What follows belongs to an exercise in optimizing a design on an open flow for small area; a production flow would make more cautious choices.
Only simulation tests tie the RTL to the original design; equivalence was not proved.
The clock port is modelled as an ideal driver; clocking choices that lean on that would not hold on a real chip.

== v6 ==
==> module flen_rx, before the edit <==
module flen_rx #(
    parameter FLEN_MAX = 1500
) (
    input  wire       clk,
    input  wire       rst,
    input  wire       fi_valid,
    input  wire       fi_abort,
    input  wire [7:0] fi_data,
    output wire       fr_valid,
    output wire [7:0] fr_data,
    output wire       fe_valid,
    output wire [2:0] fe_code
);
    localparam [1:0] FL_HDR0 = 2'd0;
    localparam [1:0] FL_HDR1 = 2'd1;
    localparam [1:0] FL_BODY = 2'd2;
    localparam [1:0] FL_SKIP = 2'd3;
    reg [1:0]  state;
    reg [15:0] ncnt;
    wire hdr0   = (state == FL_HDR0);
    wire hdr1   = (state == FL_HDR1);
    wire body   = (state == FL_BODY);
    wire [15:0] nx = {hdr1 ? ~fi_data : ncnt[15:8], ncnt[7:0]};
    wire [16:0] carry;
    assign carry[0] = 1'b1;
    genvar i;
    generate for (i = 1; i < 17; i = i + 1) begin : g_inc
        assign carry[i] = carry[i-1] & nx[i-1];
    end endgenerate
    wire [15:0] ninc = nx ^ carry[15:0];
    wire        zero = carry[16];         
    wire [15:0] x = {fi_data, ~ncnt[7:0]};
    wire len_big = |x[15:11] | (x[10] & (x[9] | (x[8] & x[7] & x[6] & (x[5] | (x[4] & x[3] & x[2] & (x[1] | x[0]))))));
    wire byte_in = fi_valid && !fi_abort;
    assign fr_valid = byte_in && body;
    assign fr_data  = fi_data;
    assign fe_valid = fi_valid && (fi_abort ? (hdr1 || body)
                                            : ((hdr1 && (zero || len_big)) || (body && zero)));
    assign fe_code  = fi_abort ? 3'd3 : (hdr1 && len_big) ? 3'd5 : 3'd0;
    always @(posedge clk) begin
        if (rst) begin
            state <= FL_HDR0;
        end else if (fi_valid) begin
            if (fi_abort) begin
                state <= FL_HDR0;
            end else begin
                case (state)
                    FL_HDR0: state <= FL_HDR1;
                    FL_HDR1: state <= zero ? FL_HDR0 : len_big ? FL_SKIP : FL_BODY;
                    default: if (zero) state <= FL_HDR0;
                endcase
            end
        end
    end
    always @(posedge clk) begin
        if (byte_in)
            ncnt[7:0] <= hdr0 ? ~fi_data : ninc[7:0];
        if (byte_in && !hdr0)
            ncnt[15:8] <= ninc[15:8];
    end
endmodule
clock: 6.0 ns
lec_check: 0
abc_area: 1
cap_margin: 20
core_margin: 2
core_utilization: 50
slew_margin: 20
standard.sh (not shown) runs the stock make flow with config.mk's settings and CLKGATE_MAP_FILE= SYNTH_SCRIPT=/design/flow/synth_recipe.tcl, a recipe that flattens the netlist after the stock synthesis.
==> flow/flow/run.sh <==
#!/bin/bash
# Own layout flow: the standard synthesis unchanged, then the standard ORFS
# steps with these changes:
#  - ports are buffered with sky130_fd_sc_hd__buf_1 (still one buffer per port)
#  - CTS inserts no dummy loads
#  - before CTS, combinational cells are downsized to their smallest drive
#    strength, and repair_design fixes any slew/cap violation (flow/downsize.tcl)
#  - after CTS, clock buffers over the slew target are upsized (flow/clkfix.tcl)
# Each step's output goes to a log file of its own here.
set -euo pipefail
bash standard.sh synth > synth.log 2>&1
export BUFFER_PORTS_ARGS="-buffer_cell sky130_fd_sc_hd__buf_1"
export CTS_ARGS="-sink_clustering_enable -repair_clock_nets -dont_use_dummy_load -buf_list sky130_fd_sc_hd__clkbuf_4"
export PRE_CTS_TCL="$PWD/flow/downsize.tcl"
export POST_CTS_TCL="$PWD/flow/clkfix.tcl"
bash standard.sh floorplan > floorplan.log 2>&1
bash standard.sh place > place.log 2>&1
bash standard.sh cts > cts.log 2>&1
bash standard.sh route > route.log 2>&1
bash standard.sh finish > finish.log 2>&1
Other scripts of this flow, unchanged in this note and not shown: flow/flow/clkfix.tcl, flow/flow/downsize.tcl
Input changes introduced in v7 (baseline for comparison: v6):
--- a/flow/design.v
+++ b/flow/design.v
@@ -264,7 +264,7 @@
     end endgenerate
     wire [15:0] ninc = nx ^ carry[15:0];
     wire        zero = carry[16];         
-    wire [15:0] x = {fi_data, ~ncnt[7:0]};
+    wire [15:0] x = ~nx;
     wire len_big = |x[15:11] | (x[10] & (x[9] | (x[8] & x[7] & x[6] & (x[5] | (x[4] & x[3] & x[2] & (x[1] | x[0]))))));
     wire byte_in = fi_valid && !fi_abort;
     assign fr_valid = byte_in && body;
- Between v6 and v7, placeable core region is lower for v6, v7 comes in above that.
- v7 reports a higher wire length on met2 than v6 does.
- From v6 to v7, antenna violation net count after detailed routing did not move at all.
- In the metrics for v6 and v7, the one carrying the higher fraction of final layout cells sized beyond drive strength 1 is v6.
- Summary of v7 over v6: met3 global-route usage decreased by 2.6 points relative to the old numbers, xor/xnor cell area share of the yosys netlist increased by 0.88 points relative to the old numbers, slack of the critical path increased by 94 ps relative to the old numbers, area after synthesis increased by 1.0% relative to the old numbers.
- | post-synth net total | v7 vs v6 | 0.64% higher |
- Aggregate routed wire length sits higher in v7 than in v6.
- v7 does worse than v6 on hold slack.
- v7: no failed stages, no open violations at the end
- The higher total number of multi-input combinational cells came out of v7.
- The global-route usage in v7 sits 0.49 points above the value recorded for v6.

re-timing with driven ports:
How much do the figures lean on ideal ports? The routed layouts below were timed once more, with nothing changed but the port constraints.
Step 1 (the two cells are an assumption about what drives the block):
set clk [get_ports {clk}]
set_driving_cell -lib_cell sky130_fd_sc_hd__clkbuf_16 $clk
set_driving_cell -lib_cell sky130_fd_sc_hd__buf_2 [delete_from_list [all_inputs] $clk]
Step 2 adds t to the input delays and takes it off the output delays; t is the mean of the earliest and latest rising clock arrival at the registers after step 1. Input paths then give back, and output paths get back, about the clock's delay inside the block.
Slacks: no drivers / after step 1 / after step 2; pairs: no drivers / after step 1.
| run | t, ns | setup WS [ns] | clock arrival spread, ns | worst data-port slew with drivers (ns) | cell pins on the clock port's net |
|---|---|---|---|---|---|
| v6 | 0.361 | 0.625 / 0.588 / 0.949 | 0.016 / 0.016 | 0.04 | 1 |
| v7 | 0.360 | 0.719 / 0.681 / 1.041 | 0.019 / 0.020 | 0.04 | 1 |
After both steps every run listed still meets setup and hold.
